From an optimization exercise on the open Yosys and OpenROAD flow, aimed at small area, a short achievable clock period and few clock cycles per item; shortcuts taken in it are not production practice.
At most, simulation tests tie the RTL to the original design; equivalence was not proved.
Function not checked in runs 3 to 7: the RTL went through the layout flow alone.
No activity file was given, so power comes from the tool's default toggle rates.

==> design/flow/design.v <==
module swar_scan (
    input  wire        clk,
    input  wire        rst,
    input  wire        cmd_valid,
    output wire        cmd_ready,
    input  wire [31:0] cmd,
    input  wire [63:0] a,
    input  wire [63:0] b,
    input  wire [7:0]  c,
    output reg         done,
    output reg         err,
    output wire [63:0] res,
    output wire        mem_req_valid,
    input  wire        mem_req_ready,
    output wire [63:0] mem_req_addr,
    input  wire        mem_rsp_valid,
    input  wire [63:0] mem_rsp_data
);
    reg        idle;        
    reg        go;          
    reg        thr;         
    reg        s1, s2;      
    reg        sc;          
    reg        first;       
    reg        rev, str;    
    reg [7:0]  tgt;         
    reg [2:0]  lenlo;       
    reg [63:0] addr;        
    reg [28:0] idx;         
    reg [31:0] u;           
    reg [1:0]  out;         
    reg [1:0]  drop;        
    reg [2:0]  pos;
    reg        nf;          
    reg        hi;          
    assign cmd_ready     = idle;
    assign mem_req_valid = go && thr;
    assign mem_req_addr  = addr;
    wire req_fire = go && thr && mem_req_ready;
    wire fire = cmd_valid && idle;
    wire [1:0] cur  = out - drop;
    wire rsp  = mem_rsp_valid && (drop == 2'd0);
    wire last = !go && (cur == 2'd1);
    wire mask_en = (rev ? first : last) && (lenlo != 3'd0);
    reg  [7:0] hit;
    integer i;
    always @* begin
        for (i = 0; i < 8; i = i + 1)
            hit[i] = (mem_rsp_data[8*i +: 8] == tgt) && !(mask_en && (i >= lenlo));
    end
    wire any = |hit;
    reg [2:0] fpos, lpos;
    integer j, k;
    always @* begin
        fpos = 3'd0;
        for (j = 7; j >= 0; j = j - 1)
            if (hit[j]) fpos = j[2:0];
        lpos = 3'd0;
        for (k = 0; k < 8; k = k + 1)
            if (hit[k]) lpos = k[2:0];
    end
    wire decide = rsp && (any || (!str && last));
    wire in_legal = ((cmd[7:0] == 8'h05 || cmd[7:0] == 8'h06) &&
                     cmd[31:12] == 20'd0 && cmd[10:8] == 3'd0)
                 || (cmd[31:0] == 32'h08);
    wire in_rev = cmd[1];
    wire in_str = cmd[3];
    wire in_run = in_legal && (in_str || b[31:0] != 32'd0);
    wire final_req = !str && (u == {31'd0, lenlo == 3'd0});
    integer lv, ii;
    wire        dn = (rev || s2) && !s1 && !sc;
    wire [28:0] alo = addr[31:3];
    reg  [28:0] alo_pp;                   
    always @* begin
        alo_pp = alo ^ {29{dn}};
        for (lv = 0; lv < 5; lv = lv + 1)
            for (ii = 0; ii < 29; ii = ii + 1)
                if ((ii >> lv) & 1)
                    alo_pp[ii] = alo_pp[ii] & alo_pp[((ii >> lv) << lv) - 1];
    end
    wire [28:0] alo_cnt = alo ^ {alo_pp[27:0], 1'b1};
    reg  [28:0] ag, ap;
    always @* begin
        ag = alo & idx;
        ap = alo ^ idx;
        for (lv = 0; lv < 5; lv = lv + 1)
            for (ii = 0; ii < 29; ii = ii + 1)
                if ((ii >> lv) & 1) begin
                    ag[ii] = ag[ii] | (ap[ii] & ag[((ii >> lv) << lv) - 1]);
                    ap[ii] = ap[ii] & ap[((ii >> lv) << lv) - 1];
                end
    end
    wire [28:0] alo_add = alo ^ idx ^ {ag[27:0], 1'b0};
    wire [28:0] alo_n = s1 ? alo_add : alo_cnt;
    wire        acy = sc || alo_pp[28];
    wire [31:0] ahi = addr[63:32];
    reg  [31:0] ahi_pp;
    always @* begin
        ahi_pp = ahi ^ {32{dn}};
        for (lv = 0; lv < 5; lv = lv + 1)
            for (ii = 0; ii < 32; ii = ii + 1)
                if ((ii >> lv) & 1)
                    ahi_pp[ii] = ahi_pp[ii] & ahi_pp[((ii >> lv) << lv) - 1];
    end
    wire [31:0] ahi_n = ahi ^ ({ahi_pp[30:0], 1'b1} & {32{acy}});
    wire        idn = rev && !s1;
    reg  [28:0] idx_pp;
    always @* begin
        idx_pp = idx ^ {29{idn}};
        for (lv = 0; lv < 5; lv = lv + 1)
            for (ii = 0; ii < 29; ii = ii + 1)
                if ((ii >> lv) & 1)
                    idx_pp[ii] = idx_pp[ii] & idx_pp[((ii >> lv) << lv) - 1];
    end
    wire [28:0] idx_n = idx ^ {idx_pp[27:0], 1'b1};
    wire        idx_wrap = idx_pp[28];        
    reg  [31:0] u_pp;
    always @* begin
        u_pp = ~u;
        for (lv = 0; lv < 5; lv = lv + 1)
            for (ii = 0; ii < 32; ii = ii + 1)
                if ((ii >> lv) & 1)
                    u_pp[ii] = u_pp[ii] & u_pp[((ii >> lv) << lv) - 1];
    end
    wire [31:0] u_n = u ^ {u_pp[30:0], 1'b1};
    wire        u_en = str ? (rsp && idx_wrap) : req_fire;
    wire [1:0] out_n = out + {1'b0, req_fire} - {1'b0, mem_rsp_valid};
    reg  [1:0] drop_n;
    reg        go_n, str_n;
    always @* begin
        drop_n = drop;
        if (mem_rsp_valid && drop != 2'd0) drop_n = drop - 2'd1;
        if (decide) drop_n = out_n;
        go_n = go;
        if (s1) go_n = !s2 && !ag[28];
        else if (sc) go_n = !s2;
        else if (s2) go_n = 1'b1;
        if (req_fire && final_req) go_n = 1'b0;
        if (decide) go_n = 1'b0;
        str_n = str;
        if (fire) begin
            go_n  = in_run && !in_rev;
            str_n = in_str;
        end
        if (rst) begin
            drop_n = 2'd0;
            go_n   = 1'b0;
        end
    end
    wire [1:0] rst_out_n = rst ? 2'd0 : out_n;
    always @(posedge clk) begin
        done <= 1'b0;
        out  <= rst_out_n;
        drop <= drop_n;
        go   <= go_n;
        str  <= str_n;
        thr  <= str_n ? (rst_out_n == drop_n) : (rst_out_n != 2'd3);
        if (rsp) begin
            first <= 1'b0;
            pos   <= rev ? lpos : fpos;
            nf    <= !any;
            hi    <= str && any;
        end
        if (rsp || (s1 && lenlo != 3'd0))
            idx <= idx_n;
        sc <= s1 && ag[28];
        s1 <= 1'b0;
        if (s2 && !s1 && !sc)
            s2 <= 1'b0;
        if (s1 || (s2 && !sc) || req_fire)
            addr[31:3] <= alo_n;
        if (sc || (s2 && !s1) || req_fire)
            addr[63:32] <= ahi_n;
        if (u_en)
            u <= u_n;
        if (decide) begin
            idle <= 1'b1;
            done <= 1'b1;
        end
        if (fire) begin
            err   <= !in_legal;
            tgt   <= in_str ? 8'h00 : c;
            addr  <= a;
            idx   <= in_rev ? b[31:3] : {29{1'b1}};
            u     <= in_str ? 32'd0 : {3'd0, b[31:3]};
            lenlo <= b[2:0];
            rev   <= in_rev;
            first <= 1'b1;
            s1    <= in_run && in_rev;
            s2    <= in_run && in_rev && (b[2:0] == 3'd0);
            if (in_run)
                idle <= 1'b0;
            else begin
                done <= 1'b1;
                nf   <= 1'b1;
                hi   <= 1'b0;
            end
        end
        if (rst) begin
            idle <= 1'b1;
            done <= 1'b0;
            s1   <= 1'b0;
            s2   <= 1'b0;
            sc   <= 1'b0;
        end
    end
    assign res = {~u & {32{hi}}, {idx, pos} | {32{nf}}};
endmodule
==> design/flow/flow/run.sh <==
#!/bin/bash
# Standard ORFS layout, with plain buf_1 cells as the port buffers.
set -euo pipefail
export BUFFER_PORTS_ARGS="-buffer_cell sky130_fd_sc_hd__buf_1"
bash standard.sh synth > synth.log 2>&1
bash standard.sh > layout.log 2>&1
==> design/flow/standard.sh <==
#!/bin/bash
# synth_recipe.tcl (not shown) runs the flow's synth.tcl, then flattens the netlist and writes it again
# the make line also repeats each setting of config.mk as NAME=value (left out here)
make -C /OpenROAD-flow-scripts/flow DESIGN_CONFIG=/design/flow/config.mk WORK_HOME=/design/flow/orfs CLKGATE_MAP_FILE= SYNTH_SCRIPT=/design/flow/synth_recipe.tcl "${@:-finish}"
==> design/flow/config.mk <==
export PLATFORM = sky130hd
export DESIGN_NAME = swar_scan
export DESIGN_NICKNAME = swar_scan
export VERILOG_FILES = /design/flow/design.v
export SDC_FILE = /design/flow/constraint.sdc
export NUM_CORES = 4
export LEC_CHECK = 0
export CAP_MARGIN = 20
export CORE_MARGIN = 2
export CORE_UTILIZATION = 40
export SETUP_SLACK_MARGIN = 3.5
export SLEW_MARGIN = 20
==> design/flow/constraint.sdc <==
create_clock -name core_clock -period 6.5 [get_ports {clk}]
set_input_delay 1.3000 -clock core_clock [delete_from_list [all_inputs] [get_ports {clk}]]
set_output_delay 1.3000 -clock core_clock [all_outputs]
set_load 0.01 [all_outputs]
==> flow_summary.yaml, run 1 <==
status:
  status: "no timing/DRC/antenna violations"
worst_setup_path:
  path_delay_family: "simple AND/OR/NAND/NOR gates"
  path_class: "flop to flop"
  slowest_delay_ns: 0.45
  path_buf_inv: 5
  critPathCaptureType: "flop"
  worstPathMaxFanout: 8
  crit_required_ns: 6.67
  worstSetupStartpointType: "flop"
  critPathSlowestCell: "or4b_4"
  cp.arrival_ns: 3.28
  crit_chain: "buf_6 > buf_6 > or4b_4 > or3_4 > a22oi_2 > nand4_1 > a21oi_4 > nand2_2 > o31ai_4 > buf_6 > buf_12 > buf_12"
  path_common_cell: "buf_6"
cts:
  worstSkewPairLatency_ns: 0.45
  cts-root-buf: "clkbuf_16"
  cts_tree: "done"
  cts_made_buffers: 17
  clock_sinks: 156
  htreeDepth: 4
  cts_hold_buf: 0
  clk_path_buf_depth: 2
  path_clk_slew_ns: 0.07
timing:
  period_minus_slack_ns: 3.11
  clock.fmax_ghz: 0.321
  drv_slew: 0
  setup_viol: 0
  tns_ns: 0
  fin_crit_sh: 0.479
  skew_ns: 0.0166
  hold_viol_final: 0
  max_slew.worst_pin.slew_ns: 0.922
  layout_setup_ws_ns: 3.39
  rsz0062_at_grt: "true"
  relSlewSlack: 0.385
layout:
  design_area_um2: 16100
  layout-drive-gt1-share: 0.139
  num-fill-cells: 2963
  final_cell_mix: "buf_1 (335), edfxtp_1 (141), a21oi_1 (127)"
  diodes: 0
  syn2layout_area_growth_pct: 28.1
  fin_nets: 2097
  final_common_cell: "buf_1"
  postLayoutCoreUtil: 0.524
yosys:
  synthCells: 1445
  synthesis.area_um2: 12600
  yosys.area.top_type: "edfxtp_1"
  synth_nets: 1724
  yosys_warnings: 1
  ys_ff_latch: 156
  synthArstFlopShare: 0
  synth_edf_count: 141
  synth-seq-area-share: 0.361
  synthDistinctLibCells: 72
  ys.flop_type: "edfxtp_1"
  netlist_top_cells_area: "edfxtp_1 (34%), xnor2_1 (8.7%), xor2_1 (6.6%)"
  netlist.area_leader.share: 0.337
  avgSynthCellArea_um2: 8.70
global_route:
  grt_overflow: 0
  grt_pass1_vias: 11839
  grt_max_degree: 108
  grt_use_total: 0.259
  antenna_found_initial: 1
  grt_first_pass_wirelength_um: 66400
floorplanning:
  die_w_um: 181
  fp.coreArea_um2: 30700
  start_util: 0.409
  ios: 369
  die_y_um: 181
  rows: 64
  die_area_um2: 32800
detailed_routing:
  wl_per_cell_um: 19.8
  viasPerCell: 5.63
  drc: 0
  dr.pass1.iters: 5
  wl_um: 44200
  drt_iter0_markers: 1060
  vias: 12531
  antenna_left: 0
place:
  pre_cts_ws_ns: 2.46
  numPortBuffers: 336
  hpwlAfterDp_um: 30200
  routabilityCongestion: 0.884
  placed_area_um2: 14200
run:
  cap_violations: 0
power_and_ir_drop:
  power_leakage_nw: 5.42
  vdd_drop_max_v: 0.000172
  p_per_area_nw_per_um2: 220
min_path:
  hold_path_class: "flop to flop"
## per-stage QoR
step	power, mW	cells	hold slack [ns]
6_report	3.55	2227	0.438
5_1_grt	3.73	2227	0.485
4_1_cts	3.49	2190	0.440
3_5_place_dp	2.45	2113	0.429
3_3_place_gp	2.42	2113	0.429
2_1_floorplan	2.11	1445	0.414
## path summary, 6_finish.rpt
check,cells after the start,from,to,slack (ns)
max reg2reg,12,rev,u[23],3.39
max,12,rev,u[23],3.39
min reg2reg,2,first,first,0.44
min,2,first,first,0.44
## synth_stat cells (all sizes together), types with 5 or more instances
master,n
or4,9
xnor2,125
or3,19
mux2i,11
a21boi,7
a21oi,137
dfxtp,15
a21o,7
edfxtp,141
xor2,95
buf,13
o2111ai,5
nor2b,49
nand4,22
nand2,123
a211oi,5
o31ai,6
nand3,48
nor3b,31
nor4,49
nor2,119
and3,10
or2,37
clkbuf,62
and2,11
nor3,43
inv,40
ha,37
a31oi,13
fa,5
o21ai,87
## where the power goes
part | leakage [nW] | internal (mW) | switching, mW
clock network | 0.253 | 0.495 | 0.479
logic | 3.67 | 0.501 | 0.626
registers | 1.50 | 1.25 | 0.194
total | 5.42 | 2.25 | 1.30
## kinds of logic after synthesis
logic type,Yosys count,share of synthesized area
compound gates,308,0.146
xor+xnor,221,0.155
fa+ha+maj,42,0.0448
buf+inv,115,0.0363
flops,156,0.361
mux,12,0.00966
simple gates,591,0.248
## state kept, by name, indices dropped and copies added, names as in the netlist, 2 cells and up
| name | count |
|---|---|
| tgt | 8 |
| drop | 2 |
| idx | 29 |
| lenlo | 3 |
| addr | 64 |
| pos | 3 |
| out | 2 |
| u | 32 |
## layer usage
| layer | vias to the layer above | wire length (µm) | GRT usage |
|---|---|---|---|
| met5 | - | 11 | 0 |
| met4 | 2 | 1290 | 0.0933 |
| met3 | 93 | 2650 | 0.0506 |
| met2 | 474 | 21200 | 0.433 |
| met1 | 6013 | 19000 | 0.335 |
| li1 | 5949 | - | - |
## final cells by class
cell class / count / area, µm² / share of cell area
Clock inverter: 14 / 111 / 0.00692
Timing Repair Buffer: 426 / 2180 / 0.135
Multi-Input combinational cell: 1176 / 8180 / 0.508
Tap cell: 396 / 495 / 0.0308
Inverter: 40 / 161 / 0.0100
Sequential cell: 156 / 4540 / 0.282
Timing Repair inverter: 1 / 5.00 / 0.000311
Clock buffer: 18 / 429 / 0.0267
## worst min-delay path, delay by kind of cell (launching register included)
kind / cells / cell delay, ns
flops: 1 / 0.30
simple gates: 2 / 0.09
## timing repair
| action | CTS | global route |
|---|---|---|
| buffers inserted | 38 | 35 |
| endpoints found under the setup margin | 190 | 113 |
| gates cloned | 7 | 1 |
| pin swaps | 17 | 13 |
| endpoints found under the hold margin | 0 | 0 |
| resized for setup | 52 | 68 |
Testbench counts, summed over its fixed seeds: cycles 19,806, commands 1,600.
==> inputs of run 2 (changes only) <==
--- a/design/flow/config.mk
+++ b/design/flow/config.mk
@@ -8,5 +8,5 @@
 export CAP_MARGIN = 20
 export CORE_MARGIN = 2
 export CORE_UTILIZATION = 40
-export SETUP_SLACK_MARGIN = 3.5
+export SETUP_SLACK_MARGIN = 3.0
 export SLEW_MARGIN = 20
==> flow_summary.yaml, run 2 <==
layout:
  postLayoutCoreUtil: 0.486
  fin_nets: 2033
  reg_top3: "addr: 64 flops, u: 32 flops, idx: 29 flops"
  final_cell_mix: "buf_1 (336), edfxtp_1 (141), a21oi_1 (136)"
  syn2layout_area_growth_pct: 18.9
  diodes: 0
  layout-drive-gt1-share: 0.0736
  final_common_cell: "buf_1"
  top_register: "addr"
  largest_reg_flops: 64
  final-instance-count-excl-fill: 2163
global_route:
  grt_max_degree: 88
  grt_use_total: 0.244
  grt_first_pass_wirelength_um: 63400
  antenna_found_initial: 1
  grt_overflow: 0
  grt_pass1_vias: 11356
run:
  cap_violations: 0
floorplanning:
  die_area_um2: 32800
  fp.coreArea_um2: 30700
  rows: 64
  ios: 369
  start_util: 0.409
  die_y_um: 181
  die_w_um: 181
yosys:
  synthesis.area_um2: 12600
  synth_edf_count: 141
  yosysMostFrequentCell: "edfxtp_1"
  yosys.area.top_type: "edfxtp_1"
  yosys_warnings: 1
  synth_nets: 1724
  netlist.area_leader.share: 0.337
  synth_commonest_cells: "edfxtp_1 (141), a21oi_1 (136), xnor2_1 (125)"
  ys_ff_latch: 156
  synth-seq-area-share: 0.361
  synthCells: 1445
  avgSynthCellArea_um2: 8.70
  netlist_top_cells_area: "edfxtp_1 (34%), xnor2_1 (8.7%), xor2_1 (6.6%)"
  synthArstFlopShare: 0
  ys.flop_type: "edfxtp_1"
  synthDistinctLibCells: 72
cts:
  cts_tree: "done"
  htreeDepth: 4
  cts_made_buffers: 17
  cts-root-buf: "clkbuf_16"
  clk_path_buf_depth: 2
  cts_hold_buf: 0
  clock_sinks: 156
  worstSkewPairLatency_ns: 0.45
  path_clk_slew_ns: 0.07
worst_setup_path:
  path_depth: 13
  crit_chain: "ha_1 > fa_1 > nand3_1 > a21oi_1 > o2111a_2 > o211ai_1 > and2_1 > o21ai_0 > fa_2 > xnor2_2 > a21oi_1 > o21ai_0 > nand2_1"
  path_buf_inv: 0
  slowest_delay_ns: 0.48
  cp.arrival_ns: 3.59
  critPathCaptureType: "flop"
  path_delay_family: "compound AO/OA/AOI/OAI gates"
  path_class: "flop to flop"
  crit_required_ns: 6.69
  worstPathMaxFanout: 5
  critPathSlowestCell: "edfxtp_1"
  r2r_cells: 13
  worstSetupStartpointType: "flop"
power_and_ir_drop:
  power_leakage_nw: 4.97
  finalPower_mw: 3.47
  vdd_drop_max_v: 0.000179
  p_per_area_nw_per_um2: 232
status:
  status: "no timing/DRC/antenna violations"
place:
  hpwlAfterDp_um: 29900
  dp.cells: 2115
  numPortBuffers: 336
  routabilityCongestion: 0.915
timing:
  hold_ws_ns: 0.460
  hold_viol_final: 0
  rsz0062_at_grt: "false"
  max_slew.worst_pin.slew_ns: 0.941
  skew_ns: 0.0157
  drv_slew: 0
  period_minus_slack_ns: 3.40
  setup_viol: 0
  fin_crit_sh: 0.522
  clock.fmax_ghz: 0.295
  tns_ns: 0
  relSlewSlack: 0.372
detailed_routing:
  dr.pass1.iters: 5
  wl_um: 41200
  drt_iter0_markers: 857
  viasPerCell: 5.56
  vias: 12036
  antenna_left: 0
  drc: 0
  wl_per_cell_um: 19.0
min_path:
  hold_depth: 2
  hold_path_class: "flop to flop"
## run 2: cell types whose count changed in the layout (fill, tap and decap cells not counted), sizes merged
cell,previous run,this run
buf,423,363
bufbuf,2,0
clkbuf,19,21
clkinv,5,4
clkinvlp,6,2
inv,44,46
or2,38,37
## run 2: worst register-to-register path, cell delays in order, from the launching register on
cell and delay [ns]:
edfxtp_1 0.48, ha_1 0.24, fa_1 0.40, nand3_1 0.12
a21oi_1 0.12, o2111a_2 0.32, o211ai_1 0.25, and2_1 0.21
o21ai_0 0.15, fa_2 0.40, xnor2_2 0.15, a21oi_1 0.09
o21ai_0 0.14, nand2_1 0.08
## run 2: repair_timing
action | 4_1_cts | 5_1_grt
gates cloned | 1 | 1
resized for setup | 5 | 12
pin swaps | 2 | 6
setup buffers | 7 | 7
setup endpoints to repair | 77 | 64
## run 2: layout make-up
cell class / instances / area (µm²)
Inverter: 40 / 159
Sequential cell: 156 / 4540
Tap cell: 396 / 495
Timing Repair Buffer: 363 / 1480
Timing Repair inverter: 1 / 5.00
Multi-Input combinational cell: 1175 / 7680
Clock buffer: 21 / 503
Clock inverter: 11 / 90.1
Fill cell: 3049 / 15800
## run 2: layer usage
layer / vias to the layer above / part of all wire / track usage / routed length [µm]
li1: 5832 / - / - / -
met1: 5714 / 0.44 / 0.322 / 18200
met2: 423 / 0.48 / 0.409 / 19700
met3: 65 / 0.055 / 0.0361 / 2280
met4: 2 / 0.024 / 0.0816 / 995
met5: - / 0.00032 / 0 / 13
## run 2: final timing paths
| check | slack, ns | start | end |
|---|---|---|---|
| setup / recovery | 3.10 | idx[0] | addr[20] |
| hold / removal | 0.46 | first | first |
| setup reg to reg | 3.10 | idx[0] | addr[20] |
| hold reg to reg | 0.46 | first | first |
## run 2: metrics by stage
step | setup WS (ns) | instance area (µm²)
finish | 3.10 | 14900
global route | 3.01 | 14900
CTS | 3.03 | 14800
detailed placement | 2.07 | 14200
global placement | 2.12 | 14200
floorplan | 3.00 | 12600
## run 2: cell families (layout without fill, tap and decap cells)
family,after synthesis,after routing,share of synthesized area
simple gates,591,591,0.248
compound gates,308,309,0.146
xor+xnor,221,221,0.155
flops,156,156,0.361
buf+inv,115,436,0.0363
fa+ha+maj,42,42,0.0448
mux,12,12,0.00966
## run 2: where the power goes
| part | switching [mW] | total, mW | internal (mW) | leakage [nW] |
|---|---|---|---|---|
| Clock | 0.466 | 1.03 | 0.565 | 0.298 |
| Sequential | 0.201 | 1.45 | 1.25 | 1.50 |
| Combinational | 0.558 | 0.986 | 0.427 | 3.17 |
==> inputs of run 3 (changes only) <==
--- a/design/flow/design.v
+++ b/design/flow/design.v
@@ -33,6 +33,7 @@
     reg [2:0]  pos;
     reg        nf;          
     reg        hi;          
+    reg        iw;          
     assign cmd_ready     = idle;
     assign mem_req_valid = go && thr;
     assign mem_req_addr  = addr;
@@ -113,7 +114,6 @@
                     idx_pp[ii] = idx_pp[ii] & idx_pp[((ii >> lv) << lv) - 1];
     end
     wire [28:0] idx_n = idx ^ {idx_pp[27:0], 1'b1};
-    wire        idx_wrap = idx_pp[28];        
     reg  [31:0] u_pp;
     always @* begin
         u_pp = ~u;
@@ -123,7 +123,7 @@
                     u_pp[ii] = u_pp[ii] & u_pp[((ii >> lv) << lv) - 1];
     end
     wire [31:0] u_n = u ^ {u_pp[30:0], 1'b1};
-    wire        u_en = str ? (rsp && idx_wrap) : req_fire;
+    wire        u_en = str ? (rsp && iw) : req_fire;
     wire [1:0] out_n = out + {1'b0, req_fire} - {1'b0, mem_rsp_valid};
     reg  [1:0] drop_n;
     reg        go_n, str_n;
@@ -161,8 +161,10 @@
             nf    <= !any;
             hi    <= str && any;
         end
-        if (rsp || (s1 && lenlo != 3'd0))
+        if (rsp || (s1 && lenlo != 3'd0)) begin
             idx <= idx_n;
+            iw  <= (idx == {{28{1'b1}}, 1'b0});
+        end
         sc <= s1 && ag[28];
         s1 <= 1'b0;
         if (s2 && !s1 && !sc)
@@ -182,6 +184,7 @@
             tgt   <= in_str ? 8'h00 : c;
             addr  <= a;
             idx   <= in_rev ? b[31:3] : {29{1'b1}};
+            iw    <= 1'b1;
             u     <= in_str ? 32'd0 : {3'd0, b[31:3]};
             lenlo <= b[2:0];
             rev   <= in_rev;
==> flow_summary.yaml, run 3 <==
yosys:
  netlist.area_leader.share: 0.333
  synth_nets: 1748
  netlist_top_cells_area: "edfxtp_1 (33%), xnor2_1 (8.1%), xor2_1 (6.1%)"
  synth_edf_count: 141
  synthCells: 1469
  ys.flop_type: "edfxtp_1"
  yosysMostFrequentCell: "a21oi_1"
  avgSynthCellArea_um2: 8.66
  yosys_warnings: 1
  synthDistinctLibCells: 73
  synth_commonest_cells: "a21oi_1 (155), edfxtp_1 (141), xnor2_1 (118)"
  yosys.area.top_type: "edfxtp_1"
  ys_ff_latch: 157
  synthesis.area_um2: 12700
  synth-seq-area-share: 0.358
  synthArstFlopShare: 0
place:
  routabilityCongestion: 0.859
  numPortBuffers: 336
  hpwlAfterDp_um: 29600
timing:
  rsz0062_at_grt: "true"
  tns_ns: 0
  fin_crit_sh: 0.521
  setup_viol: 0
  clock.fmax_ghz: 0.295
  period_minus_slack_ns: 3.39
  skew_ns: 0.0211
  relSlewSlack: 0.382
  hold_viol_final: 0
  hold_ws_ns: 0.445
  max_slew.worst_pin.slew_ns: 0.926
  drv_slew: 0
layout:
  fin_nets: 2052
  num-fill-cells: 3171
  postLayoutCoreUtil: 0.481
  top_register: "addr"
  reg_top3: "addr: 64 flops, u: 32 flops, idx: 29 flops"
  layout-drive-gt1-share: 0.0761
  seqCellArea_um2: 4560
  final_cell_mix: "buf_1 (336), a21oi_1 (155), edfxtp_1 (141)"
  largest_reg_flops: 64
  syn2layout_area_growth_pct: 18.9
  multi_input_area_um2: 7830
  final_common_cell: "buf_1"
global_route:
  grt_use_total: 0.237
  grt_max_degree: 117
  grt_pass1_vias: 11359
  antenna_found_initial: 2
  grt_first_pass_wirelength_um: 62000
  grt_overflow: 0
min_path:
  hold_path_class: "flop to flop"
floorplanning:
  rows: 65
  die_area_um2: 33200
  die_y_um: 182
  die_w_um: 182
  fp.coreArea_um2: 31500
  start_util: 0.404
  ios: 369
cts:
  cts_tree: "done"
  cts-root-buf: "clkbuf_16"
  clk_path_buf_depth: 2
  clock_sinks: 157
  path_clk_slew_ns: 0.07
  worstSkewPairLatency_ns: 0.46
  htreeDepth: 4
  cts_made_buffers: 17
  cts_hold_buf: 0
detailed_routing:
  antenna_left: 0
  wl_um: 40600
  wl_per_cell_um: 18.5
  drt_iter0_markers: 848
  vias: 12239
  viasPerCell: 5.59
  dr.pass1.iters: 5
  drc: 0
worst_setup_path:
  path_class: "flop to flop"
  worstPathMaxFanout: 22
  worstSetupStartpointType: "flop"
  crit_required_ns: 6.79
  critPathCaptureType: "flop"
  cp.arrival_ns: 3.68
power_and_ir_drop:
  vdd_drop_max_v: 0.000175
  p_per_area_nw_per_um2: 239
  finalPower_mw: 3.62
  power_leakage_nw: 5.13
status:
  status: "no timing/DRC/antenna violations"
run:
  cap_violations: 0
run 3: logic make-up (layout without fill, tap and decap cells):
group	after synthesis	count (layout)	share of synthesized area
flip-flops	157	157	0.358
other	0	1	0
adder cells (fa/ha/maj)	42	42	0.0443
AND/OR/NAND/NOR	580	580	0.241
AO/OA/AOI/OAI	346	346	0.164
XOR/XNOR	208	208	0.144
buffers and inverters	121	438	0.0362
multiplexers	15	15	0.0122
run 3: final timing paths:
kind,startpoint,end,slack (ns),cells after the start
worst max-delay path,rev,addr[61],3.11,11
worst min-delay path,first,first,0.45,2
worst max register to register,rev,addr[61],3.11,11
worst min register to register,first,first,0.45,2
run 3: report_power, final:
part	switching (mW)	leakage, nW	internal [mW]
registers	0.227	1.51	1.29
clock network	0.463	0.269	0.565
logic	0.597	3.35	0.477
total	1.29	5.13	2.33
run 3: cell type report:
type	instances	area share
Tap cell	402	0.0333
Inverter	39	0.00976
Sequential cell	157	0.302
Clock buffer	18	0.0284
Clock inverter	14	0.00951
Multi-Input combinational cell	1191	0.518
Antenna cell	1	0.000165
Timing Repair Buffer	367	0.0993
run 3: what timing repair did:
action	in CTS	in global routing
resized for setup	13	13
pin swaps	3	4
setup endpoints to repair	41	19
endpoints found under the hold margin	0	0
buffers inserted	9	5
run 3: critical path, cell delays in order (launching register included):
cell and delay, ns:
edfxtp_1 0.35, buf_4 0.14, nor2_2 0.03, buf_4 0.23
or4_1 0.45, a222oi_1 0.34, buf_4 0.22, and3_4 0.25
a31oi_4 0.11, or4_4 0.56, or3_1 0.36, a31oi_1 0.17
run 3: metal layers:
metal | up-vias | track usage | share of wire
met5 | - | 0 | 0
met4 | 0 | 0.0784 | 0.023
met3 | 64 | 0.0391 | 0.059
met2 | 419 | 0.380 | 0.46
met1 | 5810 | 0.326 | 0.46
li1 | 5946 | - | -
run 3: stage by stage:
step	area (µm²)	setup slack, ns	cells
3_5_place_dp	14300	2.32	2142
3_3_place_gp	14300	2.37	2142
2_1_floorplan	12700	3.08	1469
6_report	15100	3.11	2189
4_1_cts	15000	3.01	2183
5_1_grt	15100	2.89	2189
==> inputs of run 4 (changes only) <==
--- a/design/flow/design.v
+++ b/design/flow/design.v
@@ -20,6 +20,8 @@
     reg        go;          
     reg        thr;         
     reg        s1, s2;      
+    reg        sb;          
+    reg        cb;          
     reg        sc;          
     reg        first;       
     reg        rev, str;    
@@ -69,7 +71,7 @@
     wire in_run = in_legal && (in_str || b[31:0] != 32'd0);
     wire final_req = !str && (u == {31'd0, lenlo == 3'd0});
     integer lv, ii;
-    wire        dn = (rev || s2) && !s1 && !sc;
+    wire        dn = (rev || s2) && !s1 && !sb && !sc;
     wire [28:0] alo = addr[31:3];
     reg  [28:0] alo_pp;                   
     always @* begin
@@ -80,19 +82,10 @@
                     alo_pp[ii] = alo_pp[ii] & alo_pp[((ii >> lv) << lv) - 1];
     end
     wire [28:0] alo_cnt = alo ^ {alo_pp[27:0], 1'b1};
-    reg  [28:0] ag, ap;
-    always @* begin
-        ag = alo & idx;
-        ap = alo ^ idx;
-        for (lv = 0; lv < 5; lv = lv + 1)
-            for (ii = 0; ii < 29; ii = ii + 1)
-                if ((ii >> lv) & 1) begin
-                    ag[ii] = ag[ii] | (ap[ii] & ag[((ii >> lv) << lv) - 1]);
-                    ap[ii] = ap[ii] & ap[((ii >> lv) << lv) - 1];
-                end
-    end
-    wire [28:0] alo_add = alo ^ idx ^ {ag[27:0], 1'b0};
-    wire [28:0] alo_n = s1 ? alo_add : alo_cnt;
+    wire [15:0] add1 = {1'b0, alo[14:0]} + {1'b0, idx[14:0]};
+    wire [14:0] add2 = {1'b0, alo[28:15]} + {1'b0, idx[28:15]} + {14'd0, cb};
+    wire [28:0] alo_n = s1 ? {alo[28:15], add1[14:0]} :
+                        sb ? {add2[13:0], alo[14:0]} : alo_cnt;
     wire        acy = sc || alo_pp[28];
     wire [31:0] ahi = addr[63:32];
     reg  [31:0] ahi_pp;
@@ -104,7 +97,7 @@
                     ahi_pp[ii] = ahi_pp[ii] & ahi_pp[((ii >> lv) << lv) - 1];
     end
     wire [31:0] ahi_n = ahi ^ ({ahi_pp[30:0], 1'b1} & {32{acy}});
-    wire        idn = rev && !s1;
+    wire        idn = rev && !sb;
     reg  [28:0] idx_pp;
     always @* begin
         idx_pp = idx ^ {29{idn}};
@@ -132,7 +125,8 @@
         if (mem_rsp_valid && drop != 2'd0) drop_n = drop - 2'd1;
         if (decide) drop_n = out_n;
         go_n = go;
-        if (s1) go_n = !s2 && !ag[28];
+        if (s1) go_n = 1'b0;
+        else if (sb) go_n = !s2 && !add2[14];
         else if (sc) go_n = !s2;
         else if (s2) go_n = 1'b1;
         if (req_fire && final_req) go_n = 1'b0;
@@ -161,17 +155,19 @@
             nf    <= !any;
             hi    <= str && any;
         end
-        if (rsp || (s1 && lenlo != 3'd0)) begin
+        if (rsp || (sb && lenlo != 3'd0)) begin
             idx <= idx_n;
             iw  <= (idx == {{28{1'b1}}, 1'b0});
         end
-        sc <= s1 && ag[28];
+        cb <= add1[15];
+        sb <= s1;
+        sc <= sb && add2[14];
         s1 <= 1'b0;
-        if (s2 && !s1 && !sc)
+        if (s2 && !s1 && !sb && !sc)
             s2 <= 1'b0;
-        if (s1 || (s2 && !sc) || req_fire)
+        if (s1 || sb || (s2 && !sc) || req_fire)
             addr[31:3] <= alo_n;
-        if (sc || (s2 && !s1) || req_fire)
+        if (sc || (s2 && !s1 && !sb) || req_fire)
             addr[63:32] <= ahi_n;
         if (u_en)
             u <= u_n;
@@ -203,6 +199,7 @@
             idle <= 1'b1;
             done <= 1'b0;
             s1   <= 1'b0;
+            sb   <= 1'b0;
             s2   <= 1'b0;
             sc   <= 1'b0;
         end
==> flow_summary.yaml, run 4 <==
status:
  status: "no timing/DRC/antenna violations"
yosys:
  synth_commonest_cells: "xnor2_1 (147), nor2_1 (145), edfxtp_1 (141)"
  netlist_top_cells_area: "edfxtp_1 (33%), xnor2_1 (10%), xor2_1 (4.4%)"
  synth_nets: 1757
  synth-seq-area-share: 0.357
  synthesis.area_um2: 12900
  synthCells: 1480
  yosysMostFrequentCell: "xnor2_1"
  ys.flop_type: "edfxtp_1"
  ys_ff_latch: 159
  synthArstFlopShare: 0
  synthDistinctLibCells: 69
  synth_edf_count: 141
  netlist.area_leader.share: 0.329
  avgSynthCellArea_um2: 8.69
  yosys.area.top_type: "edfxtp_1"
  yosys_warnings: 1
timing:
  period_minus_slack_ns: 3.43
  relSlewSlack: 0.288
  max_slew.worst_pin.slew_ns: 1.07
  fin_crit_sh: 0.527
  skew_ns: 0.0154
  rsz0062_at_grt: "false"
  clock.fmax_ghz: 0.292
  layout_setup_ws_ns: 3.07
  hold_viol_final: 0
  hold_ws_ns: 0.441
  tns_ns: 0
  drv_slew: 0
  setup_viol: 0
floorplanning:
  die_area_um2: 33600
  start_util: 0.406
  ios: 369
  rows: 65
  die_y_um: 183
  fp.coreArea_um2: 31600
  die_w_um: 183
cts:
  clk_path_buf_depth: 2
  cts_hold_buf: 0
  cts-root-buf: "clkbuf_16"
  cts_made_buffers: 17
  cts_tree: "done"
  clock_sinks: 159
  worstSkewPairLatency_ns: 0.45
  path_clk_slew_ns: 0.07
  htreeDepth: 4
layout:
  layout-drive-gt1-share: 0.0783
  diodes: 0
  fin_nets: 2064
  final_common_cell: "buf_1"
  final_cell_mix: "buf_1 (335), xnor2_1 (147), nor2_1 (143)"
  syn2layout_area_growth_pct: 18.6
  largest_reg_flops: 64
  reg_top3: "addr: 64 flops, u: 32 flops, idx: 29 flops"
  top_register: "addr"
  final-instance-count-excl-fill: 2202
  design_area_um2: 15200
  postLayoutCoreUtil: 0.482
place:
  routabilityCongestion: 0.839
  hpwlAfterDp_um: 31200
  pre_cts_ws_ns: 2.41
  numPortBuffers: 336
  dp.cells: 2155
  placed_area_um2: 14400
global_route:
  grt_first_pass_wirelength_um: 63500
  grt_use_total: 0.242
  antenna_found_initial: 1
  grt_pass1_vias: 11491
  grt_max_degree: 96
  grt_overflow: 0
detailed_routing:
  drt_iter0_markers: 1039
  drc: 0
  wl_um: 41900
  wl_per_cell_um: 19.0
  antenna_left: 0
  dr.pass1.iters: 5
  viasPerCell: 5.66
  vias: 12458
worst_setup_path:
  r2r_cells: 11
  reg2reg_slack_ns: 3.10
  critPathSlowestCell: "nor2_1"
  rr_endpoint: "addr[63]"
  slowest_delay_ns: 0.77
  setup.worst_path.start: "cmd_valid"
  worstSetupStartpointType: "primary input"
  cp.arrival_ns: 3.49
  crit_chain: "buf_1 > nand2_4 > inv_4 > nor2_1 > o21ai_2"
  path_class: "primary input to flop"
  critPathCaptureType: "flop"
  r2r-start: "s1"
  worstPathMaxFanout: 49
  crit_required_ns: 6.56
  crit_end: "addr[10]"
power_and_ir_drop:
  power_leakage_nw: 4.98
  p_per_area_nw_per_um2: 229
  vdd_drop_max_v: 0.000170
  finalPower_mw: 3.50
min_path:
  hold_path_class: "flop to flop"
run:
  cap_violations: 0
run 4: cell families after synthesis:
group	count (synthesis)	synth area share
flip-flops	159	0.357
multiplexers	4	0.00321
XOR/XNOR	213	0.146
AO/OA/AOI/OAI	318	0.158
adder cells (fa/ha/maj)	40	0.0407
AND/OR/NAND/NOR	643	0.263
buffers and inverters	103	0.0313
run 4: cell type report:
cell class	instances	area [µm²]
clock inverter	14	131
clock buffer	18	429
inverter	25	96.3
multi-input combinational	1218	7990
fill	3157	16400
sequential	159	4600
timing repair buffer	366	1510
tap	402	503
run 4: metal layers:
layer	routed length, µm	up-vias	track usage
met4	953	2	0.0742
met3	2920	58	0.0473
met5	11	-	0
li1	-	6036	-
met2	19300	426	0.383
met1	18700	5936	0.335
run 4: worst min path at each step:
stage | cells after the start | to | start | slack, ns
after global placement | 2 | first | first | 0.43
after detailed placement | 2 | first | first | 0.43
after CTS | 2 | first | first | 0.44
final | 2 | first | first | 0.44
after global routing | 2 | first | first | 0.48
after floorplan | 2 | first | first | 0.42
run 4: what timing repair did:
item / in CTS / in global routing
endpoints found under the setup margin: 71 / 32
pin swaps: 1 / 3
buffers inserted: 6 / 9
resized for setup: 16 / 11
run 4: worst max-delay path, delay by kind of cell:
family,cells,cell delay (ns)
compound gates,1,0.52
simple gates,2,1.16
buf+inv,2,0.46
run 4: where the power goes:
group / internal (mW) / switching (mW)
clock network: 0.533 / 0.471
logic: 0.446 / 0.562
registers: 1.27 / 0.209
==> inputs of run 5 (changes only) <==
--- a/design/flow/design.v
+++ b/design/flow/design.v
@@ -20,8 +20,6 @@
     reg        go;          
     reg        thr;         
     reg        s1, s2;      
-    reg        sb;          
-    reg        cb;          
     reg        sc;          
     reg        first;       
     reg        rev, str;    
@@ -36,11 +34,14 @@
     reg        nf;          
     reg        hi;          
     reg        iw;          
-    assign cmd_ready     = idle;
+    reg        ini;         
+    reg        pd, pe;      
+    wire lp = !idle && !str && !go && !pd && (out == 2'd1) && (drop == 2'd0);
+    assign cmd_ready     = idle || (lp && mem_rsp_valid);
     assign mem_req_valid = go && thr;
     assign mem_req_addr  = addr;
     wire req_fire = go && thr && mem_req_ready;
-    wire fire = cmd_valid && idle;
+    wire fire = cmd_valid && cmd_ready;
     wire [1:0] cur  = out - drop;
     wire rsp  = mem_rsp_valid && (drop == 2'd0);
     wire last = !go && (cur == 2'd1);
@@ -71,7 +72,7 @@
     wire in_run = in_legal && (in_str || b[31:0] != 32'd0);
     wire final_req = !str && (u == {31'd0, lenlo == 3'd0});
     integer lv, ii;
-    wire        dn = (rev || s2) && !s1 && !sb && !sc;
+    wire        dn = (rev || s2) && !s1 && !sc;
     wire [28:0] alo = addr[31:3];
     reg  [28:0] alo_pp;                   
     always @* begin
@@ -82,10 +83,19 @@
                     alo_pp[ii] = alo_pp[ii] & alo_pp[((ii >> lv) << lv) - 1];
     end
     wire [28:0] alo_cnt = alo ^ {alo_pp[27:0], 1'b1};
-    wire [15:0] add1 = {1'b0, alo[14:0]} + {1'b0, idx[14:0]};
-    wire [14:0] add2 = {1'b0, alo[28:15]} + {1'b0, idx[28:15]} + {14'd0, cb};
-    wire [28:0] alo_n = s1 ? {alo[28:15], add1[14:0]} :
-                        sb ? {add2[13:0], alo[14:0]} : alo_cnt;
+    reg  [28:0] ag, ap;
+    always @* begin
+        ag = alo & u[28:0];
+        ap = alo ^ u[28:0];
+        for (lv = 0; lv < 5; lv = lv + 1)
+            for (ii = 0; ii < 29; ii = ii + 1)
+                if ((ii >> lv) & 1) begin
+                    ag[ii] = ag[ii] | (ap[ii] & ag[((ii >> lv) << lv) - 1]);
+                    ap[ii] = ap[ii] & ap[((ii >> lv) << lv) - 1];
+                end
+    end
+    wire [28:0] alo_add = alo ^ u[28:0] ^ {ag[27:0], 1'b0};
+    wire [28:0] alo_n = s1 ? alo_add : alo_cnt;
     wire        acy = sc || alo_pp[28];
     wire [31:0] ahi = addr[63:32];
     reg  [31:0] ahi_pp;
@@ -97,7 +107,7 @@
                     ahi_pp[ii] = ahi_pp[ii] & ahi_pp[((ii >> lv) << lv) - 1];
     end
     wire [31:0] ahi_n = ahi ^ ({ahi_pp[30:0], 1'b1} & {32{acy}});
-    wire        idn = rev && !sb;
+    wire        idn = rev;
     reg  [28:0] idx_pp;
     always @* begin
         idx_pp = idx ^ {29{idn}};
@@ -125,8 +135,7 @@
         if (mem_rsp_valid && drop != 2'd0) drop_n = drop - 2'd1;
         if (decide) drop_n = out_n;
         go_n = go;
-        if (s1) go_n = 1'b0;
-        else if (sb) go_n = !s2 && !add2[14];
+        if (s1) go_n = !s2 && !ag[28];
         else if (sc) go_n = !s2;
         else if (s2) go_n = 1'b1;
         if (req_fire && final_req) go_n = 1'b0;
@@ -155,53 +164,58 @@
             nf    <= !any;
             hi    <= str && any;
         end
-        if (rsp || (sb && lenlo != 3'd0)) begin
+        ini <= 1'b0;
+        if (ini) begin
+            idx <= rev ? u[28:0] : {29{1'b1}};
+            iw  <= 1'b1;
+        end else if (rsp && !(rev && first && lenlo != 3'd0)) begin
             idx <= idx_n;
             iw  <= (idx == {{28{1'b1}}, 1'b0});
         end
-        cb <= add1[15];
-        sb <= s1;
-        sc <= sb && add2[14];
+        sc <= s1 && ag[28];
         s1 <= 1'b0;
-        if (s2 && !s1 && !sb && !sc)
+        if (s2 && !s1 && !sc)
             s2 <= 1'b0;
-        if (s1 || sb || (s2 && !sc) || req_fire)
+        if (s1 || (s2 && !sc) || req_fire)
             addr[31:3] <= alo_n;
-        if (sc || (s2 && !s1 && !sb) || req_fire)
+        if (sc || (s2 && !s1) || req_fire)
             addr[63:32] <= ahi_n;
         if (u_en)
             u <= u_n;
         if (decide) begin
             idle <= 1'b1;
             done <= 1'b1;
+            err  <= 1'b0;
+        end
+        pd <= 1'b0;
+        if (pd) begin
+            idle <= 1'b1;
+            done <= 1'b1;
+            err  <= pe;
+            nf   <= 1'b1;
+            hi   <= 1'b0;
         end
         if (fire) begin
-            err   <= !in_legal;
+            pe    <= !in_legal;
             tgt   <= in_str ? 8'h00 : c;
             addr  <= a;
-            idx   <= in_rev ? b[31:3] : {29{1'b1}};
-            iw    <= 1'b1;
             u     <= in_str ? 32'd0 : {3'd0, b[31:3]};
             lenlo <= b[2:0];
             rev   <= in_rev;
             first <= 1'b1;
             s1    <= in_run && in_rev;
             s2    <= in_run && in_rev && (b[2:0] == 3'd0);
-            if (in_run)
-                idle <= 1'b0;
-            else begin
-                done <= 1'b1;
-                nf   <= 1'b1;
-                hi   <= 1'b0;
-            end
+            idle  <= 1'b0;
+            ini   <= in_run;
+            pd    <= !in_run;
         end
         if (rst) begin
             idle <= 1'b1;
             done <= 1'b0;
             s1   <= 1'b0;
-            sb   <= 1'b0;
             s2   <= 1'b0;
             sc   <= 1'b0;
+            pd   <= 1'b0;
         end
     end
     assign res = {~u & {32{hi}}, {idx, pos} | {32{nf}}};
==> flow_summary.yaml, run 5 <==
status:
  status: "no timing/DRC/antenna violations"
min_path:
  hold_path_class: "flop to flop"
  hold_depth: 2
  hold_end: "first"
  hp-start: "first"
layout:
  top_register: "addr"
  final_common_cell: "buf_1"
  num-fill-cells: 3095
  diodes: 0
  final-instance-count-excl-fill: 2197
  final_cell_mix: "buf_1 (336), edfxtp_1 (142), nor2_1 (137)"
  syn2layout_area_growth_pct: 20.7
  largest_reg_flops: 64
  fin_nets: 2061
  reg_top3: "addr: 64 flops, u: 32 flops, idx: 29 flops"
  design_area_um2: 15300
  layout-drive-gt1-share: 0.0858
  postLayoutCoreUtil: 0.488
floorplanning:
  die_area_um2: 33100
  die_w_um: 182
  fp.coreArea_um2: 31400
  rows: 65
  die_y_um: 182
  ios: 369
  start_util: 0.404
yosys:
  netlist.area_leader.share: 0.336
  synthCells: 1455
  netlist_top_cells_area: "edfxtp_1 (34%), xnor2_1 (8.6%), xor2_1 (5.9%)"
  yosys.area_share.simple: 0.253
  synthesis.area_um2: 12700
  yosysMostFrequentCell: "edfxtp_1"
  synth_nets: 1734
  yosys_warnings: 1
  ys_ff_latch: 160
  synthAdderAreaFrac: 0.0444
  yosys-mux-area-fraction: 0.0123
  synth-compound-area-share: 0.145
  synthDistinctLibCells: 71
  synthArstFlopShare: 0
  synth_xor_xnor_area_share: 0.147
  synth_edf_count: 142
  synth_commonest_cells: "edfxtp_1 (142), nor2_1 (140), xnor2_1 (124)"
  yosys.area.top_type: "edfxtp_1"
  synth-seq-area-share: 0.365
  ys.flop_type: "edfxtp_1"
  synth_top_family_by_area: "simple AND/OR/NAND/NOR gates"
  avgSynthCellArea_um2: 8.71
worst_setup_path:
  path_class: "flop to flop"
  cp.arrival_ns: 3.70
  worstPathMaxFanout: 10
  crit_required_ns: 6.81
  critPathCaptureType: "flop"
  r2r_cells: 10
  rr_endpoint: "addr[55]"
  r2r-start: "rev"
  reg2reg_slack_ns: 3.11
  worstSetupStartpointType: "flop"
timing:
  clock.fmax_ghz: 0.295
  layout_setup_ws_ns: 3.11
  hold_viol_final: 0
  drv_slew: 0
  period_minus_slack_ns: 3.39
  relSlewSlack: 0.377
  skew_ns: 0.0167
  fin_crit_sh: 0.521
  max_slew.worst_pin.slew_ns: 0.933
  hold_ws_ns: 0.446
  rsz0062_at_grt: "true"
  tns_ns: 0
  setup_viol: 0
place:
  numPortBuffers: 336
  hpwlAfterDp_um: 29800
  pre_cts_ws_ns: 2.26
  dp.cells: 2136
  placed_area_um2: 14300
  routabilityCongestion: 0.908
detailed_routing:
  viasPerCell: 5.58
  wl_um: 40700
  vias: 12266
  drc: 0
  dr.pass1.iters: 7
  antenna_left: 0
  wl_per_cell_um: 18.5
  drt_iter0_markers: 833
cts:
  cts_tree: "done"
  cts_made_buffers: 17
  cts-root-buf: "clkbuf_16"
  clk_path_buf_depth: 2
  path_clk_slew_ns: 0.07
  clock_sinks: 160
  worstSkewPairLatency_ns: 0.45
  htreeDepth: 4
global_route:
  antenna_found_initial: 1
  grt_pass1_vias: 11581
  grt_use_total: 0.242
  grt_max_degree: 77
  grt_overflow: 0
  grt_first_pass_wirelength_um: 63000
power_and_ir_drop:
  power_leakage_nw: 5.16
  p_per_area_nw_per_um2: 265
  vdd_drop_max_v: 0.000148
  finalPower_mw: 4.05
run:
  cap_violations: 0
==> run 5: changes by cell type in the layout (fill, tap and decap cells not counted), sizes merged, moves of 9 or more <==
| cell | previous run | this run |
|---|---|---|
| o211ai | 4 | 14 |
| xnor2 | 147 | 124 |
| nor3b | 34 | 4 |
| o21ai | 75 | 91 |
| xor2 | 65 | 86 |
| nand3 | 63 | 40 |
| nand3b | 3 | 32 |
| a31oi | 12 | 28 |
| inv | 30 | 44 |
| a211oi | 14 | 5 |
| a21oi | 104 | 82 |
| or4 | 10 | 19 |
| buf | 365 | 380 |
| a221oi | 17 | 3 |
==> run 5: repair_timing <==
| action | CTS | global route |
|---|---|---|
| gates cloned | 3 | 1 |
| gates resized for setup | 19 | 19 |
| buffers inserted | 13 | 12 |
| hold buffers | 0 | 0 |
| hold endpoints to repair | 0 | 0 |
| setup endpoints to repair | 28 | 39 |
| pin swaps | 5 | 9 |
==> run 5: layout make-up <==
cell class              count  area, µm²  area share
multi-input cells        1183       7760       0.507
flip-flops and latches    160       4630       0.302
inverters                  38        145     0.00948
clock inverters            13        124     0.00809
repair buffers            382       1710       0.111
well taps                 402        503      0.0329
clock buffers              19        443      0.0289
==> run 5: worst max-delay path by stage <==
| stage | slack [ns] | cells after the start | startpoint | end |
|---|---|---|---|---|
| global route | 2.90 | 10 | rev | idx[25] |
| detailed placement | 2.26 | 10 | s1 | addr[61] |
| floorplan | 3.04 | 8 | mem_rsp_valid | u[0] |
| CTS | 3.00 | 10 | sc | addr[42] |
| finish | 3.11 | 10 | rev | addr[55] |
| global placement | 2.36 | 10 | s1 | addr[61] |
==> run 5: routing by layer <==
layer  global-route usage  routed length, µm  vias up  share of wire
met4               0.0755                930        2          0.023
met5                    0                 13        -        0.00032
met1                0.321              18000     5782           0.44
met2                0.391              18500      479           0.46
li1                     -                  -     5947              -
met3               0.0556               3200       56          0.079
==> run 5: power breakdown <==
part           internal, mW  switching [mW]  total [mW]
Sequential             1.38           0.324        1.70
Clock                 0.546           0.470        1.02
Combinational         0.594           0.736        1.33
Total                  2.52            1.53        4.05
==> run 5: logic make-up (layout without fill, tap and decap cells) <==
family / count (synthesis) / count (layout)
XOR/XNOR: 211 / 211
AND/OR/NAND/NOR: 612 / 613
adder cells (fa/ha/maj): 42 / 42
buffers and inverters: 113 / 452
AO/OA/AOI/OAI: 302 / 302
multiplexers: 15 / 15
flip-flops: 160 / 160
==> run 5: worst max-delay path, stage by stage, from the launching register on <==
cell and delay (ns):
edfxtp_1 0.42, buf_12 0.13, nor2_1 0.06, buf_6 0.15, buf_4 0.16, nor2_2 0.43, a21boi_0 0.30, or4_4 0.57
or4_4 0.54, or4_1 0.41, nand3_1 0.09
==> inputs of run 6 (changes only) <==
--- a/design/flow/config.mk
+++ b/design/flow/config.mk
@@ -8,5 +8,5 @@
 export CAP_MARGIN = 20
 export CORE_MARGIN = 2
 export CORE_UTILIZATION = 40
-export SETUP_SLACK_MARGIN = 3.0
+export SETUP_SLACK_MARGIN = 3.5
 export SLEW_MARGIN = 20
==> flow_summary.yaml, run 6 <==
cts:
  htreeDepth: 4
  path_clk_slew_ns: 0.07
  clk_path_buf_depth: 2
  cts_made_buffers: 17
  cts_tree: "done"
  clock_sinks: 160
  cts-root-buf: "clkbuf_16"
  worstSkewPairLatency_ns: 0.45
worst_setup_path:
  reg2reg_slack_ns: 3.23
  r2r_cells: 12
  crit_required_ns: 6.78
  cp.arrival_ns: 3.55
  worstSetupStartpointType: "flop"
  critPathCaptureType: "flop"
  r2r-start: "s1"
  path_class: "flop to flop"
  rr_endpoint: "addr[61]"
  worstPathMaxFanout: 6
yosys:
  synthArstFlopShare: 0
  synth_edf_count: 142
  synth-compound-area-share: 0.145
  synthCells: 1455
  synthDistinctLibCells: 71
  ys.flop_type: "edfxtp_1"
  netlist_top_cells_area: "edfxtp_1 (34%), xnor2_1 (8.6%), xor2_1 (5.9%)"
  yosys_warnings: 1
  yosysMostFrequentCell: "edfxtp_1"
  yosys-mux-area-fraction: 0.0123
  yosys.area_share.simple: 0.253
  synth-seq-area-share: 0.365
  synth_xor_xnor_area_share: 0.147
  netlist.area_leader.share: 0.336
  yosys.area.top_type: "edfxtp_1"
  ys_ff_latch: 160
  synth_nets: 1734
  synth_top_family_by_area: "simple AND/OR/NAND/NOR gates"
  avgSynthCellArea_um2: 8.71
  synthAdderAreaFrac: 0.0444
  synthesis.area_um2: 12700
  synth_commonest_cells: "edfxtp_1 (142), nor2_1 (140), xnor2_1 (124)"
place:
  numPortBuffers: 336
  routabilityCongestion: 0.894
  pre_cts_ws_ns: 1.91
  hpwlAfterDp_um: 29300
  dp.cells: 2133
  placed_area_um2: 14400
min_path:
  hold_end: "first"
  hp-start: "first"
  hold_path_class: "flop to flop"
  hold_depth: 2
run:
  cap_violations: 0
global_route:
  grt_use_total: 0.250
  grt_max_degree: 77
  grt_pass1_vias: 11825
  antenna_found_initial: 0
  grt_overflow: 0
  grt_first_pass_wirelength_um: 65100
floorplanning:
  die_y_um: 182
  rows: 65
  die_area_um2: 33100
  ios: 369
  fp.coreArea_um2: 31400
  start_util: 0.404
  die_w_um: 182
layout:
  fin_nets: 2132
  reg_top3: "addr: 64 flops, u: 32 flops, idx: 29 flops"
  diodes: 0
  final_cell_mix: "buf_1 (334), edfxtp_1 (142), nor2_1 (130)"
  largest_reg_flops: 64
  postLayoutCoreUtil: 0.537
  final-instance-count-excl-fill: 2268
  design_area_um2: 16800
  syn2layout_area_growth_pct: 32.9
  layout-drive-gt1-share: 0.169
  top_register: "addr"
  final_common_cell: "buf_1"
status:
  status: "no timing/DRC/antenna violations"
power_and_ir_drop:
  power_leakage_nw: 5.81
  vdd_drop_max_v: 0.000173
  p_per_area_nw_per_um2: 253
timing:
  drv_slew: 0
  fin_crit_sh: 0.503
  skew_ns: 0.0190
  relSlewSlack: 0.285
  hold_viol_final: 0
  tns_ns: 0
  layout_setup_ws_ns: 3.23
  clock.fmax_ghz: 0.306
  period_minus_slack_ns: 3.27
  rsz0062_at_grt: "true"
  setup_viol: 0
  max_slew.worst_pin.slew_ns: 1.07
detailed_routing:
  dr.pass1.iters: 5
  drc: 0
  drt_iter0_markers: 956
  vias: 12685
  viasPerCell: 5.59
  antenna_left: 0
  wl_um: 43200
  wl_per_cell_um: 19.0
## run 6: cell counts after synthesis
Identical to the previous run, type by type.
## run 6: worst max-delay path by stage
stage	startpoint	to	slack, ns	cells after the start
floorplan	mem_req_ready	u[0]	3.13	2
global placement	s1	addr[62]	1.97	9
detailed placement	s1	addr[63]	1.91	9
CTS	mem_rsp_valid	cmd_ready	3.21	6
global route	s1	addr[61]	3.10	12
finish	s1	addr[61]	3.23	12
## run 6: critical path: stages (launching register included)
cell,delay [ns]
dfxtp_4,0.36
buf_12,0.13
or2_4,0.28
or4_4,0.50
a222oi_1,0.30
buf_4,0.18
and3_4,0.21
buf_6,0.10
a21o_4,0.11
nand4_1,0.14
buf_6,0.20
or4_4,0.43
a31oi_4,0.18
## run 6: cells by family after synthesis
family                     Yosys count
buffers and inverters              113
adders and majority gates           42
xor gates and xnor gates           211
AOI/OAI and AO/OA                  302
and+or+nand+nor                    612
DFF                                160
muxes                               15
## run 6: cell type report
type	count	area, µm²
Clock buffer	17	425
Clock inverter	15	151
Fill cell	2950	14500
Inverter	38	148
Multi-Input combinational cell	1184	8560
Sequential cell	160	4640
Tap cell	402	503
Timing Repair Buffer	452	2430
## run 6: what timing repair did
item	4_1_cts	5_1_grt
gates resized for setup	87	125
hold buffers	0	0
gates cloned	6	2
endpoints found under the setup margin	251	69
pin swaps	21	70
setup buffers	51	44
## run 6: routing by layer
layer | up-vias | track usage | part of all wire
met4 | 0 | 0.0681 | 0.019
met3 | 49 | 0.0535 | 0.079
li1 | 6101 | - | -
met2 | 500 | 0.404 | 0.47
met5 | - | 0 | 0
met1 | 6035 | 0.340 | 0.43
## run 6: power breakdown
part	internal (mW)	leakage [nW]	switching [mW]	total, mW
Clock	0.540	0.276	0.495	1.03
Combinational	0.693	4.01	0.826	1.52
Sequential	1.38	1.52	0.326	1.71
Total	2.61	5.81	1.65	4.26
## run 6: per-stage QoR
stage / total power, mW / hold slack, ns
after CTS: 4.13 / 0.447
after global placement: 2.97 / 0.431
after global routing: 4.50 / 0.473
final: 4.26 / 0.442
after floorplan: 2.57 / 0.423
after detailed placement: 3.00 / 0.435
==> inputs of run 7 (changes only) <==
--- a/design/flow/design.v
+++ b/design/flow/design.v
@@ -38,9 +38,12 @@
     reg        pd, pe;      
     wire lp = !idle && !str && !go && !pd && (out == 2'd1) && (drop == 2'd0);
     assign cmd_ready     = idle || (lp && mem_rsp_valid);
-    assign mem_req_valid = go && thr;
+    wire sw = str && go && (out == 2'd1) && (drop == 2'd0);
+    wire nz = &{|mem_rsp_data[63:56], |mem_rsp_data[55:48], |mem_rsp_data[47:40], |mem_rsp_data[39:32],
+                |mem_rsp_data[31:24], |mem_rsp_data[23:16], |mem_rsp_data[15:8],  |mem_rsp_data[7:0]};
+    assign mem_req_valid = (go && thr) || (sw && mem_rsp_valid && nz);
     assign mem_req_addr  = addr;
-    wire req_fire = go && thr && mem_req_ready;
+    wire req_fire = mem_req_valid && mem_req_ready;
     wire fire = cmd_valid && cmd_ready;
     wire [1:0] cur  = out - drop;
     wire rsp  = mem_rsp_valid && (drop == 2'd0);
--- a/design/flow/config.mk
+++ b/design/flow/config.mk
@@ -8,5 +8,5 @@
 export CAP_MARGIN = 20
 export CORE_MARGIN = 2
 export CORE_UTILIZATION = 40
-export SETUP_SLACK_MARGIN = 3.5
+export SETUP_SLACK_MARGIN = 3.0
 export SLEW_MARGIN = 20
==> flow_summary.yaml, run 7 <==
status:
  status: "no timing/DRC/antenna violations"
detailed_routing:
  drt_iter0_markers: 801
  vias: 11992
  dr.pass1.iters: 7
  wl_um: 39900
  wl_per_cell_um: 18.3
  drc: 0
  viasPerCell: 5.51
  antenna_left: 0
timing:
  fin_crit_sh: 0.559
  hold_viol_final: 0
  tns_ns: 0
  max_slew.worst_pin.slew_ns: 0.966
  rsz0062_at_grt: "true"
  setup_viol: 0
  drv_slew: 0
  relSlewSlack: 0.355
  period_minus_slack_ns: 3.63
  skew_ns: 0.0123
  clock.fmax_ghz: 0.275
  hold_ws_ns: 0.446
layout:
  final_cell_mix: "buf_1 (315), xnor2_1 (148), edfxtp_1 (142)"
  reg_top3: "addr: 64 flops, u: 32 flops, idx: 29 flops"
  syn2layout_area_growth_pct: 21.2
  multi_input_area_um2: 8070
  seqCellArea_um2: 4630
  top_register: "addr"
  final_common_cell: "buf_1"
  layout-drive-gt1-share: 0.112
  largest_reg_flops: 64
  fin_nets: 2036
  num-fill-cells: 3058
yosys:
  yosys.area.top_type: "edfxtp_1"
  synthCells: 1448
  synthesis.area_um2: 12800
  synthDistinctLibCells: 88
  synth_commonest_cells: "xnor2_1 (150), edfxtp_1 (142), nor2_1 (140)"
  synth_edf_count: 142
  netlist_top_cells_area: "edfxtp_1 (33%), xnor2_1 (10%), xor2_1 (4.9%)"
  synthAdderAreaFrac: 0.0439
  synth_xor_xnor_area_share: 0.154
  synth-seq-area-share: 0.361
  ys.flop_type: "edfxtp_1"
  yosys_warnings: 1
  avgSynthCellArea_um2: 8.85
  synth-compound-area-share: 0.154
  ys_ff_latch: 160
  synth_top_family_by_area: "simple AND/OR/NAND/NOR gates"
  synth_nets: 1727
  synthArstFlopShare: 0
  netlist.area_leader.share: 0.333
  yosys-mux-area-fraction: 0.0128
  yosys.area_share.simple: 0.235
  yosysMostFrequentCell: "xnor2_1"
cts:
  path_clk_slew_ns: 0.07
  cts-root-buf: "clkbuf_16"
  worstSkewPairLatency_ns: 0.43
  cts_made_buffers: 17
  htreeDepth: 4
  clock_sinks: 160
  cts_tree: "done"
  cts_hold_buf: 0
  clk_path_buf_depth: 2
global_route:
  grt_pass1_vias: 11466
  grt_first_pass_wirelength_um: 62300
  grt_overflow: 0
  grt_max_degree: 78
  grt_use_total: 0.236
  antenna_found_initial: 4
power_and_ir_drop:
  power_leakage_nw: 5.19
  vdd_drop_max_v: 0.000160
  p_per_area_nw_per_um2: 284
floorplanning:
  rows: 65
  ios: 369
  die_w_um: 183
  die_area_um2: 33500
  die_y_um: 183
  fp.coreArea_um2: 31600
  start_util: 0.406
worst_setup_path:
  crit_chain: "buf_8 > nor4_4 > nand2_1 > nand4_1 > nor3_2 > o21a_1 > buf_6"
  worstPathMaxFanout: 3
  crit_required_ns: 5.20
  reg2reg_slack_ns: 3.04
  cp.arrival_ns: 2.33
  path_class: "primary input to primary output"
  worstSetupStartpointType: "primary input"
  critPathCaptureType: "primary output"
  slowest_delay_ns: 0.27
  critPathSlowestCell: "nor4_4"
place:
  hpwlAfterDp_um: 29900
  numPortBuffers: 336
  routabilityCongestion: 0.882
run:
  cap_violations: 0
min_path:
  hold_path_class: "flop to flop"
-- run 7: path summary, 6_finish.rpt --
kind                                        from             to  cells after the start
worst min register to register             first          first                      2
worst max register to register            out[1]             go                      9
worst min-delay path                       first          first                      2
worst max-delay path            mem_rsp_data[15]  mem_req_valid                      7
-- run 7: layout make-up --
| class | instances | share of cell area |
|---|---|---|
| diodes | 3 | 0.000483 |
| clock buffers | 19 | 0.0279 |
| clock inverters | 13 | 0.00741 |
| inverters | 39 | 0.00991 |
| multi-input cells | 1175 | 0.519 |
| flip-flops and latches | 160 | 0.298 |
| well taps | 402 | 0.0324 |
| repair buffers | 364 | 0.105 |
-- run 7: metal layers --
metal,GRT usage,vias to the layer above,part of all wire
met1,0.318,5666,0.45
met5,0,-,0.0010
met2,0.387,398,0.47
met3,0.0423,55,0.062
li1,-,5867,-
met4,0.0739,6,0.023
-- run 7: metrics by stage --
stage               worst slack [ns]  power, mW  instances  instance area, µm²   util
finish                          2.87       4.42       2175               15500  0.492
global route                    2.67       4.72       2173               15500  0.492
CTS                             2.88       4.42       2164               15300  0.486
detailed placement              2.13       3.40       2124               14400  0.457
global placement                2.26       3.36       2124               14400  0.457
floorplan                       2.95       2.89       1448               12900      -
-- run 7: what timing repair did --
action	in CTS	in global routing
gates cloned	0	1
setup buffers	8	7
endpoints found under the hold margin	0	0
resized for setup	76	27
endpoints found under the setup margin	116	94
pin swaps	22	13
-- run 7: report_power, final --
| part | total (mW) | internal [mW] | switching (mW) |
|---|---|---|---|
| Combinational | 1.64 | 0.740 | 0.901 |
| Clock | 0.971 | 0.527 | 0.444 |
| Sequential | 1.80 | 1.43 | 0.375 |
| Total | 4.42 | 2.70 | 1.72 |
-- run 7: worst max-delay path: cells and delay by family --
kind | cells | cell delay, ns
AND/OR/NAND/NOR | 4 | 0.57
buffers and inverters | 2 | 0.24
AO/OA/AOI/OAI | 1 | 0.23
-- run 7: kinds of logic (layout without fill, tap and decap cells) --
kind of cell               count (synthesis)  after routing
buffers and inverters                    113            435
adders and majority gates                 42             42
DFF                                      160            160
and+or+nand+nor                          581            581
other                                      0              3
AOI/OAI and AO/OA                        313            313
xor gates and xnor gates                 223            223
muxes                                     16             16

## what the ideal ports hide
Ports are ideal in the flow. The routed layouts listed here were re-timed in OpenROAD. Step 1: set_driving_cell puts a clkbuf_16 on clk and a buf_2 on each other input, an assumption about the parent block. Step 2, shift: input delay + t, output delay - t, t = (earliest + latest rising clock arrival at the registers) / 2. This alone moves slack from input paths to output paths. Three values: ideal ports, drivers, drivers and shift; two values: the first two.
| run | t, ns | setup WS [ns] | worst hold slack (ns) | worst setup path at the end | slew at the worst register clock pin (ns) |
|---|---|---|---|---|---|
| run 1 | 0.498 | 3.387 / 3.387 / 3.082 | 0.438 / 0.438 / 0.438 | input to register | 0.08 / 0.08 |
| run 2 | 0.490 | 3.105 / 3.105 / 2.725 | 0.460 / 0.460 / 0.460 | input to register | 0.07 / 0.07 |
| run 3 | 0.494 | 3.113 / 3.113 / 2.696 | 0.445 / 0.445 / 0.445 | input to register | 0.08 / 0.08 |
| run 4 | 0.489 | 3.074 / 3.088 / 2.599 | 0.441 / 0.441 / 0.441 | input to register | 0.07 / 0.07 |
| run 5 | 0.487 | 3.113 / 3.113 / 2.880 | 0.446 / 0.446 / 0.446 | input to register | 0.08 / 0.08 |
| run 6 | 0.484 | 3.228 / 3.228 / 3.061 | 0.442 / 0.442 / 0.442 | input to register | 0.08 / 0.08 |
| run 7 | 0.472 | 2.865 / 2.822 / 2.477 | 0.446 / 0.446 / 0.446 | input to register | 0.07 / 0.07 |
After both steps every run listed still meets setup and hold. The setup slack of run 4, which loses most, moves by +0.014 ns with the drivers and by -0.475 ns with both steps.
